This is an optimization exercise on Yosys and OpenROAD, whose aim is small area, a short achievable clock period and few clock cycles per item, not a production implementation. The RTL was checked by simulation tests, not by an equivalence proof against the original design. Power is estimated from default activity; no workload was simulated.

==> module og_fadd, before the edit <==
module og_fadd (
    input  wire        clk,
    input  wire        rst,         
    input  wire        in_valid,
    input  wire [63:0] a,
    input  wire [63:0] b,
    output reg         out_valid,
    output reg  [63:0] y,
    output reg         nf
);
    wire [10:0] ea = a[62:52];
    wire [10:0] eb = b[62:52];
    wire        ha = |ea;
    wire        hb = |eb;
    wire [10:0] ea1 = {ea[10:1], ea[0] | ~ha};
    wire [10:0] eb1 = {eb[10:1], eb[0] | ~hb};
    wire        swap = (eb > ea);
    wire [10:0] dab = ea1 - eb1;
    wire [10:0] dba = eb1 - ea1;
    wire [10:0] d   = swap ? dba : dab;
    reg        v0;
    reg [52:0] ml0, ms0;       
    reg [10:0] xl0;            
    reg [5:0]  sh0;            
    reg        sub0, sl0;      
    always @(posedge clk) begin
        if (rst) v0 <= 1'b0;
        else     v0 <= in_valid;
        ml0  <= swap ? {hb, b[51:0]} : {ha, a[51:0]};
        ms0  <= swap ? {ha, a[51:0]} : {hb, b[51:0]};
        xl0  <= swap ? eb1 : ea1;
        sh0  <= d[5:0] | {6{|d[10:6]}};
        sub0 <= a[63] ^ b[63];
        sl0  <= swap ? b[63] : a[63];
    end
    wire [52:0] ml  = ml0;
    wire [52:0] ms  = ms0;
    wire [5:0]  sh  = sh0;
    wire [10:0] xl  = xl0;
    wire        sub = sub0;
    wire        ez  = (sh == 6'd0);            
    wire        sgt = ez & (ms > ml);          
    wire        rev = sub & sgt;
    wire        eq  = ez & (ms == ml);
    wire        sl  = sl0 ^ rev;
    wire [55:0] x0 = {ms, 3'b000};
    wire [55:0] x1 = sh[5] ? {32'd0, x0[55:32]} : x0;
    wire        t1 = sh[5] & (|x0[31:0]);
    wire [55:0] x2 = sh[4] ? {16'd0, x1[55:16]} : x1;
    wire        t2 = t1 | (sh[4] & (|x1[15:0]));
    wire [55:0] x3 = sh[3] ? {8'd0, x2[55:8]} : x2;
    wire        t3 = t2 | (sh[3] & (|x2[7:0]));
    wire [55:0] x4 = sh[2] ? {4'd0, x3[55:4]} : x3;
    wire        t4 = t3 | (sh[2] & (|x3[3:0]));
    wire [55:0] x5 = sh[1] ? {2'd0, x4[55:2]} : x4;
    wire        t5 = t4 | (sh[1] & (|x4[1:0]));
    wire [55:0] x6 = sh[0] ? {1'd0, x5[55:1]} : x5;
    wire        t6 = t5 | (sh[0] & x5[0]);
    wire [55:0] al = {x6[55:1], x6[0] | t6};
    wire [56:0] s1;
    og_add_pfx #(.W(57)) u_add (
        .a  ({1'b0, ml, 3'b000} ^ {57{rev}}),
        .b  ({1'b0, al} ^ {57{sub & ~rev}}),
        .ci (sub),
        .s  (s1)
    );
    wire sg1 = sl & ~(sub & eq);
    reg        v1;
    reg [56:0] s2;
    reg [10:0] x2r;
    reg        sg2;
    always @(posedge clk) begin
        if (rst) v1 <= 1'b0;
        else     v1 <= v0;
        s2  <= s1;
        x2r <= xl;
        sg2 <= sg1;
    end
    reg [56:0] stop;
    integer j;
    always @(*) begin
        for (j = 0; j < 57; j = j + 1)
            stop[j] = (x2r == 11'd56 - j[10:0]);
    end
    wire [5:0] lz;
    og_lzc64 u_lzc (.x({s2 | stop, 7'h7F}), .z(lz));
    wire [56:0] n1 = lz[5] ? {s2[24:0], 32'd0} : s2;
    wire [56:0] n2 = lz[4] ? {n1[40:0], 16'd0} : n1;
    wire [56:0] n3 = lz[3] ? {n2[48:0], 8'd0}  : n2;
    wire [56:0] n4 = lz[2] ? {n3[52:0], 4'd0}  : n3;
    wire [56:0] n5 = lz[1] ? {n4[54:0], 2'd0}  : n4;
    wire [56:0] n6 = lz[0] ? {n5[55:0], 1'd0}  : n5;
    wire [55:0] n  = {n6[56:2], n6[1] | n6[0]};
    wire [10:0] ex = x2r + 11'd1 - {5'd0, lz};
    wire        inc = n[2] & (n[1] | n[0] | n[3]);
    wire [62:0] rounded;
    og_inc_pfx #(.W(63)) u_inc (
        .a  ({ex & {11{n[55]}}, n[54:3]}),
        .ci (inc),
        .s  (rounded)
    );
    wire nf2 = (&rounded[62:52]) | (s2[56] & (x2r == 11'd2046));
    always @(posedge clk) begin
        if (rst) out_valid <= 1'b0;
        else     out_valid <= v1;
        y  <= {sg2, rounded};
        nf <= nf2;
    end
endmodule
==> flow/config.mk <==
export PLATFORM = sky130hd
export DESIGN_NAME = og_fadd
export DESIGN_NICKNAME = og_fadd
export VERILOG_FILES = /design/flow/design.v
export SDC_FILE = /design/flow/constraint.sdc
export NUM_CORES = 4
export LEC_CHECK = 0
export ABC_CLOCK_PERIOD_IN_PS = 12000
export CAP_MARGIN = 20
export CORE_MARGIN = 2
export CORE_UTILIZATION = 40
export SETUP_SLACK_MARGIN = 1.0
export SLEW_MARGIN = 20
==> flow/constraint.sdc <==
create_clock -name core_clock -period 24.0 [get_ports {clk}]
set_input_delay 4.8000 -clock core_clock [delete_from_list [all_inputs] [get_ports {clk}]]
set_output_delay 4.8000 -clock core_clock [all_outputs]
set_load 0.01 [all_outputs]
standard.sh (not shown) runs the stock make flow with config.mk's settings and CLKGATE_MAP_FILE= SYNTH_SCRIPT=/design/flow/synth_recipe.tcl, a recipe that flattens the netlist after the stock synthesis.
==> flow/flow/run.sh <==
#!/bin/bash
# The standard ORFS flow with one change: timing repair aims for a larger
# setup margin, so the layout is optimised for a shorter achieved period.
# The clock, constraints and synthesis are the standard flow's own, unchanged.
set -euo pipefail
M=$(cat flow/margin.txt)
sed -E "s/SETUP_SLACK_MARGIN=[-0-9.]+/SETUP_SLACK_MARGIN=$M/" standard.sh > standard_margin.sh
bash standard_margin.sh > flow_make.log 2>&1
==> flow/flow/margin.txt <==
18
Testbench counts at the start, summed over its fixed seeds: cycles 12,024, items 12,000.
Edit:
--- a/flow/design.v
+++ b/flow/design.v
@@ -93,47 +93,37 @@
     input  wire [63:0] a,
     input  wire [63:0] b,
     output reg         out_valid,
     output reg  [63:0] y,
     output reg         nf
 );
-    wire [10:0] ea = a[62:52];
-    wire [10:0] eb = b[62:52];
+    reg        v0;
+    reg [63:0] a0, b0;
+    always @(posedge clk) begin
+        if (rst) v0 <= 1'b0;
+        else     v0 <= in_valid;
+        a0 <= a;
+        b0 <= b;
+    end
+    wire [10:0] ea = a0[62:52];
+    wire [10:0] eb = b0[62:52];
     wire        ha = |ea;
     wire        hb = |eb;
     wire [10:0] ea1 = {ea[10:1], ea[0] | ~ha};
     wire [10:0] eb1 = {eb[10:1], eb[0] | ~hb};
-    wire        swap = (eb > ea);
+    wire        swap = (b0[62:0] > a0[62:0]);
+    wire        eq   = (b0[62:0] == a0[62:0]);
+    wire        sub  = a0[63] ^ b0[63];
+    wire        sl   = swap ? b0[63] : a0[63];
+    wire [10:0] xl   = swap ? eb1 : ea1;
+    wire [52:0] ml   = swap ? {hb, b0[51:0]} : {ha, a0[51:0]};
+    wire [52:0] ms   = swap ? {ha, a0[51:0]} : {hb, b0[51:0]};
     wire [10:0] dab = ea1 - eb1;
     wire [10:0] dba = eb1 - ea1;
     wire [10:0] d   = swap ? dba : dab;
-    reg        v0;
-    reg [52:0] ml0, ms0;       
-    reg [10:0] xl0;            
-    reg [5:0]  sh0;            
-    reg        sub0, sl0;      
-    always @(posedge clk) begin
-        if (rst) v0 <= 1'b0;
-        else     v0 <= in_valid;
-        ml0  <= swap ? {hb, b[51:0]} : {ha, a[51:0]};
-        ms0  <= swap ? {ha, a[51:0]} : {hb, b[51:0]};
-        xl0  <= swap ? eb1 : ea1;
-        sh0  <= d[5:0] | {6{|d[10:6]}};
-        sub0 <= a[63] ^ b[63];
-        sl0  <= swap ? b[63] : a[63];
-    end
-    wire [52:0] ml  = ml0;
-    wire [52:0] ms  = ms0;
-    wire [5:0]  sh  = sh0;
-    wire [10:0] xl  = xl0;
-    wire        sub = sub0;
-    wire        ez  = (sh == 6'd0);            
-    wire        sgt = ez & (ms > ml);          
-    wire        rev = sub & sgt;
-    wire        eq  = ez & (ms == ml);
-    wire        sl  = sl0 ^ rev;
+    wire [5:0]  sh  = d[5:0] | {6{|d[10:6]}};
     wire [55:0] x0 = {ms, 3'b000};
     wire [55:0] x1 = sh[5] ? {32'd0, x0[55:32]} : x0;
     wire        t1 = sh[5] & (|x0[31:0]);
     wire [55:0] x2 = sh[4] ? {16'd0, x1[55:16]} : x1;
     wire        t2 = t1 | (sh[4] & (|x1[15:0]));
     wire [55:0] x3 = sh[3] ? {8'd0, x2[55:8]} : x2;
@@ -144,14 +134,14 @@
     wire        t5 = t4 | (sh[1] & (|x4[1:0]));
     wire [55:0] x6 = sh[0] ? {1'd0, x5[55:1]} : x5;
     wire        t6 = t5 | (sh[0] & x5[0]);
     wire [55:0] al = {x6[55:1], x6[0] | t6};
     wire [56:0] s1;
     og_add_pfx #(.W(57)) u_add (
-        .a  ({1'b0, ml, 3'b000} ^ {57{rev}}),
-        .b  ({1'b0, al} ^ {57{sub & ~rev}}),
+        .a  ({1'b0, ml, 3'b000}),
+        .b  ({sub, al ^ {56{sub}}}),
         .ci (sub),
         .s  (s1)
     );
     wire sg1 = sl & ~(sub & eq);
     reg        v1;
     reg [56:0] s2;
Outcome: Worst hold slack improves by 0.0052 ns; synthesized area climbs by 1.5%; worst setup slack loses 0.47 ns; combinational power climbs by 18%; sequential power grows by about 2%; critical path depth goes up by 20; routed wire length went up by 23%; synthesized cell count goes up by 8.0%.
Testbench counts after the change, summed over its fixed seeds: cycles 12,024, items 12,000.

==> what the ideal ports hide <==
Ports are ideal in the flow. The routed layouts listed here were re-timed in OpenROAD.
Step 1, drivers: a clkbuf_16 drives clk and a buf_2 each remaining input, both assumed.
Step 2 times the ports against the registers' clock, not the clock port: input delays grow and output delays shrink by t, the midpoint of the rising clock arrivals with the driver on.
a / b / c = ideal ports / drivers / drivers and shift; a / b = the first two.
run	t, ns	slack for setup (ns)	hold WS [ns]	worst slew at a driven data input, ns	pins driven straight from the clock port
the first run	0.653	16.522 / 16.545 / 15.892	0.323 / 0.323 / 0.323	0.06	1
the second run	0.655	16.048 / 16.048 / 16.048	0.328 / 0.328 / 0.328	0.07	1
After both steps every run listed still meets setup and hold. For the first run, which loses most, drivers alone change the setup slack by +0.023 ns; drivers and shift together by -0.630 ns.
